Source: an optimization exercise on an open RTL-to-GDS flow (aim: small area, a short achievable clock period and few clock cycles). Production flows keep margins and buffers that such runs may drop.
Only simulation tests tie the RTL to the original design; equivalence was not proved.
Power figures rest on the tool's default switching activity, not on a simulated workload.

## lcs_diff
module lcs_diff #(
    parameter N  = 16,
    parameter TW = 8
) (
    input  wire              clk,
    input  wire              rst,
    input  wire              cmd_valid,
    output wire              cmd_ready,
    input  wire [4:0]        a_len,
    input  wire [4:0]        b_len,
    input  wire [N*TW-1:0]   a_toks,
    input  wire [N*TW-1:0]   b_toks,
    output wire              out_valid,
    input  wire              out_ready,
    output wire [1:0]        out_op,
    output wire [3:0]        out_idx,
    output wire [4:0]        out_len
);
For scale: about 4,200 cells after synthesis, about 500 flip-flops, about 280 I/O pins.
==> flow/config.mk <==
export PLATFORM = sky130hd
export DESIGN_NAME = lcs_diff
export DESIGN_NICKNAME = lcs_diff
export VERILOG_FILES = /design/flow/design.v
export SDC_FILE = /design/flow/constraint.sdc
export NUM_CORES = 4
export LEC_CHECK = 0
export ABC_AREA = 1
export CAP_MARGIN = 30
export CORE_MARGIN = 2
export CORE_UTILIZATION = 40
export SLEW_MARGIN = 40
==> flow/constraint.sdc <==
create_clock -name core_clock -period 11.0 [get_ports {clk}]
set_input_delay 2.2000 -clock core_clock [delete_from_list [all_inputs] [get_ports {clk}]]
set_output_delay 2.2000 -clock core_clock [all_outputs]
set_load 0.01 [all_outputs]
standard.sh (not shown) runs the stock make flow with config.mk's settings and CLKGATE_MAP_FILE= SYNTH_SCRIPT=/design/flow/synth_recipe.tcl, a recipe that flattens the netlist after the stock synthesis.
==> flow/flow/run.sh <==
#!/bin/bash
set -euo pipefail
bash standard.sh SETUP_SLACK_MARGIN=7.8 'BUFFER_PORTS_ARGS=-buffer_cell sky130_fd_sc_hd__buf_1' finish > make_finish.log 2>&1
Testbench counts at the start, summed over its fixed seeds: cycles 7,338.
Next try:
==> flow/flow/run.sh (replaced) <==
#!/bin/bash
set -euo pipefail
bash standard.sh SETUP_SLACK_MARGIN=6.5 'BUFFER_PORTS_ARGS=-buffer_cell sky130_fd_sc_hd__buf_1' finish > make_finish.log 2>&1
--- a/flow/config.mk
+++ b/flow/config.mk
@@ -6,5 +6,4 @@
 export NUM_CORES = 4
 export LEC_CHECK = 0
-export ABC_AREA = 1
 export CAP_MARGIN = 30
 export CORE_MARGIN = 2
Outcome:
- critical path depth increases by 10
- register-to-register slack is worse by 0.77 ns
- clock skew rose by 0.0090 ns
- non-clock buffer count shrinks by 126
- synthesized area is lower by 1.3%
- total power came out lower by 19%


## 11-11
Another version of the RTL of lcs_diff (not shown whole).
Size: about 4000 cells after synthesis, about 460 flip-flops, ~280 I/O pins.
==> flow/design.v (excerpt) <==
module lcs_diff #(
    parameter N  = 16,
    parameter TW = 8
) (
    input  wire              clk,
    input  wire              rst,
    input  wire              cmd_valid,
    output wire              cmd_ready,
    input  wire [4:0]        a_len,
    input  wire [4:0]        b_len,
    input  wire [N*TW-1:0]   a_toks,
    input  wire [N*TW-1:0]   b_toks,
    output wire              out_valid,
    input  wire              out_ready,
    output wire [1:0]        out_op,
    output wire [3:0]        out_idx,
    output wire [4:0]        out_len
);
export LEC_CHECK = 0
export ABC_AREA = 1
export CAP_MARGIN = 30
export CORE_MARGIN = 2
export CORE_UTILIZATION = 40
export CTS_BUF_LIST = sky130_fd_sc_hd__clkbuf_8
export SLEW_MARGIN = 40
create_clock -name core_clock -period 11.0 [get_ports {clk}]
==> flow/flow/run.sh <==
#!/bin/bash
set -euo pipefail
bash standard.sh SETUP_SLACK_MARGIN=7.4 'BUFFER_PORTS_ARGS=-buffer_cell sky130_fd_sc_hd__buf_1' finish > make_finish.log 2>&1
Testbench counts of 11-11, summed over its fixed seeds: cycles 7,338.
The following lists how 03-06 was set up differently from 11-11:
==> flow/flow/run.sh <==
#!/bin/bash
set -euo pipefail
bash standard.sh SETUP_SLACK_MARGIN=7.6 'BUFFER_PORTS_ARGS=-buffer_cell sky130_fd_sc_hd__buf_1' finish > make_finish.log 2>&1
Notes after the runs:
No stage failed in 03-06, and the final checks on the layout all came back clean.
Vias: 03-06 above 11-11
~same multi-input combinational area share in 11-11 and 03-06
Diff 11-11 and 03-06: net load switching power lower in 11-11
Comparing 11-11 and 03-06, the lower global-route usage over all layers is on 11-11.


lcs_diff, a different RTL version from the one above (not shown whole).
For scale: ~470 flip-flops, roughly 280 I/O pins, about 0.029 mm^2 of cells after synthesis.
## lcs_diff
module lcs_diff #(
    parameter N  = 16,
    parameter TW = 8
) (
    input  wire              clk,
    input  wire              rst,
    input  wire              cmd_valid,
    output wire              cmd_ready,
    input  wire [4:0]        a_len,
    input  wire [4:0]        b_len,
    input  wire [N*TW-1:0]   a_toks,
    input  wire [N*TW-1:0]   b_toks,
    output wire              out_valid,
    input  wire              out_ready,
    output wire [1:0]        out_op,
    output wire [3:0]        out_idx,
    output wire [4:0]        out_len
);
    localparam OP_REM  = 2'd0;
    localparam OP_ADD  = 2'd1;
    localparam OP_KEEP = 2'd2;
    localparam OP_END  = 2'd3;
    localparam E_IDLE = 3'd0;
    localparam E_DP   = 3'd2;
    localparam E_TB   = 3'd3;
    localparam E_EMB  = 3'd4;
    localparam E_DONE = 3'd5;
    localparam E_POST = 3'd6;    
    localparam P_UP1  = 2'd0;
    localparam P_DOWN = 2'd1;
    localparam P_UP2  = 2'd2;
    integer q;
    function [15:0] smear_dn(input [15:0] x);
        reg [15:0] y;
        begin
            y = x;
            y = y | (y >> 1);
            y = y | (y >> 2);
            y = y | (y >> 4);
            y = y | (y >> 8);
            smear_dn = y;
        end
    endfunction
    function [15:0] smear_up(input [15:0] x);
        reg [15:0] y;
        begin
            y = x;
            y = y | (y << 1);
            y = y | (y << 2);
            y = y | (y << 4);
            y = y | (y << 8);
            smear_up = y;
        end
    endfunction
    function himatch(input [15:0] c, input [15:0] mm);
        reg [7:0] a1, m1;
        reg [3:0] a2, m2;
        reg [1:0] a3, m3;
        integer k;
        begin
            for (k = 0; k < 8; k = k + 1) begin
                a1[k] = c[2*k+1] | c[2*k];
                m1[k] = c[2*k+1] ? mm[2*k+1] : (c[2*k] & mm[2*k]);
            end
            for (k = 0; k < 4; k = k + 1) begin
                a2[k] = a1[2*k+1] | a1[2*k];
  ...
Settings: LEC_CHECK=0, ABC_AREA=1, CAP_MARGIN=15, CORE_MARGIN=2, CORE_UTILIZATION=40, SLEW_MARGIN=15; clock period 11.0 ns.
==> flow/flow/run.sh <==
#!/bin/bash
set -euo pipefail
bash standard.sh SETUP_SLACK_MARGIN=7.4 'BUFFER_PORTS_ARGS=-buffer_cell sky130_fd_sc_hd__buf_1' finish > make_finish.log 2>&1
Testbench counts at the start, summed over its fixed seeds: cycles 7,338.
==> next run, changes <==
- CAP_MARGIN: 15 -> 30
- SLEW_MARGIN: 15 -> 40
Final cell count is about the same.
Via count goes down by 0.90%.
Maximum frequency is about the same.


build 46:
RTL: one of the versions met above, not the one the previous note started from.
Size: roughly 3,400 cells after synthesis, about 31,000 µm² of cells after synthesis.
==> flow/config.mk <==
export PLATFORM = sky130hd
export DESIGN_NAME = lcs_diff
export DESIGN_NICKNAME = lcs_diff
export VERILOG_FILES = /design/flow/design.v
export SDC_FILE = /design/flow/constraint.sdc
export NUM_CORES = 4
export LEC_CHECK = 0
export CAP_MARGIN = 30
export CORE_MARGIN = 2
export CORE_UTILIZATION = 40
export CTS_BUF_LIST = sky130_fd_sc_hd__clkbuf_4 sky130_fd_sc_hd__clkbuf_8
export SLEW_MARGIN = 40
==> flow/constraint.sdc <==
create_clock -name core_clock -period 11.0 [get_ports {clk}]
set_input_delay 2.2000 -clock core_clock [delete_from_list [all_inputs] [get_ports {clk}]]
set_output_delay 2.2000 -clock core_clock [all_outputs]
set_load 0.01 [all_outputs]
==> flow/flow/run.sh <==
#!/bin/bash
set -euo pipefail
bash standard.sh SETUP_SLACK_MARGIN=7 'BUFFER_PORTS_ARGS=-buffer_cell sky130_fd_sc_hd__buf_1' finish > make_finish.log 2>&1
Testbench counts of build 46, summed over its fixed seeds: cycles 7,338.
## Diff of input files: build 47 against build 46
==> flow/flow/run.sh <==
#!/bin/bash
set -euo pipefail
bash standard.sh SETUP_SLACK_MARGIN=7.4 'BUFFER_PORTS_ARGS=-buffer_cell sky130_fd_sc_hd__buf_1' finish > make_finish.log 2>&1
--- a/flow/config.mk
+++ b/flow/config.mk
@@ -7,2 +7,3 @@
 export LEC_CHECK = 0
+export ABC_AREA = 1
 export CAP_MARGIN = 30
@@ -10,3 +11,2 @@
 export CORE_UTILIZATION = 40
-export CTS_BUF_LIST = sky130_fd_sc_hd__clkbuf_4 sky130_fd_sc_hd__clkbuf_8
 export SLEW_MARGIN = 40
--- outcome ---
Build 47 has completed all stages; timing, DRC and antenna checks passed. Relative to build 46, the total of plain and repair buffers excluding clock buffers of build 47 is lower by about 17%. Looking at register-to-register slack, build 47 sits 0.48 ns above build 46. Delta(relative contribution of combinational cells to total power, build 47 - build 46) > 0. Looking at initial cell density of the core across build 46 and build 47, the one that comes out higher is build 47. The critical path start-end classification comes out flip-flop to flip-flop in one run and flip-flop to primary output in the other, namely in build 46 and build 47 respectively. In the tables for build 46 and build 47, routed length on met2 reads lower with build 46.
diff inputs: build 47 => build 2
==> flow/flow/run.sh <==
#!/bin/bash
set -euo pipefail
bash standard.sh SETUP_SLACK_MARGIN=7 'BUFFER_PORTS_ARGS=-buffer_cell sky130_fd_sc_hd__buf_1' finish > make_finish.log 2>&1
--- a/flow/config.mk
+++ b/flow/config.mk
@@ -7,6 +7,5 @@
 export LEC_CHECK = 0
-export ABC_AREA = 1
 export CAP_MARGIN = 30
 export CORE_MARGIN = 2
-export CORE_UTILIZATION = 40
+export CORE_UTILIZATION = 55
 export SLEW_MARGIN = 40
Share of cell area taken by muxes after synthesis in build 2 vs build 47: up 4.7 points
Compared with build 47, in build 2 clock share of power up 3.8 points, global-route usage over all layers up 10 points, critical path arrival up 2.78 ns.
Diff build 2 and build 47: number of fillers in the final layout higher in build 47
A critical path class of flip-flop to flip-flop is what build 2 shows, while flip-flop to primary output belongs to build 47.
~same final design area excluding fillers in build 2 and build 47
Compared with build 47, in build 2 fraction of area in non-clock buffers went up; power went down.
Setup changes, build 2 to build 73
--- a/flow/config.mk
+++ b/flow/config.mk
@@ -9,3 +9,3 @@
 export CORE_MARGIN = 2
-export CORE_UTILIZATION = 55
+export CORE_UTILIZATION = 40
 export SLEW_MARGIN = 40
==> notes.md <==
- Taking build 73 as 1.0, build 2 lands at 0.944 on post-layout instance count excluding filler cells.
- Summary of build 73 over build 2: sequential cell area roughly the same; routed wire length -3.4%; cell area went up.
- The worst setup slack reported for build 73 is smaller than that of build 2 by 0.032 ns.
- Relative to build 2, the clock period minus worst slack of build 73 is higher by 0.032 ns.
- Number of post-CTS setup repair buffers (build 2 / build 73): 1.15
- On final worst-path cycle share: build 73 sits above build 2.
- On power density over the cells, build 2 and build 73 are basically level.
- The lower tap cell count of build 2 and build 73 is in build 2.

port drivers added, routing unchanged:
The results above use ideal ports. As a check the final layouts listed here were re-extracted and re-timed, cells and wires unchanged. Step 1 assumes that a clkbuf_16 drives the clock port and a buf_2 every other input. Step 2 adds t to the input delays and takes it off the output delays; t is the mean of the earliest and latest rising clock arrival at the registers after step 1. Input paths then give back, and output paths get back, about the clock's delay inside the block. Slacks: ideal ports / drivers / drivers and shift; pairs: ideal ports / drivers.
run	shift t [ns]	setup slack, ns	worst register clock-pin slew, ns
the first run of note 1	0.695	7.196 / 7.127 / 7.122	0.07 / 0.07
the second run of note 1	0.676	6.690 / 6.690 / 6.466	0.07 / 0.07
11-11	0.734	7.385 / 7.414 / 6.680	0.07 / 0.07
03-06	0.740	7.379 / 7.322 / 6.936	0.07 / 0.07
the first run of note 3	0.671	7.430 / 7.397 / 6.802	0.07 / 0.07
the second run of note 3	0.673	7.439 / 7.373 / 6.870	0.07 / 0.07
build 46	0.747	6.988 / 6.988 / 6.460	0.07 / 0.07
build 47	0.692	7.198 / 7.130 / 6.942	0.07 / 0.07
build 2	0.682	6.996 / 6.996 / 6.383	0.07 / 0.07
build 73	0.674	6.963 / 6.963 / 6.499	0.07 / 0.07
After both steps every run listed still meets setup and hold. For 11-11, which loses most, drivers alone change the setup slack by +0.029 ns; drivers and shift together by -0.705 ns.
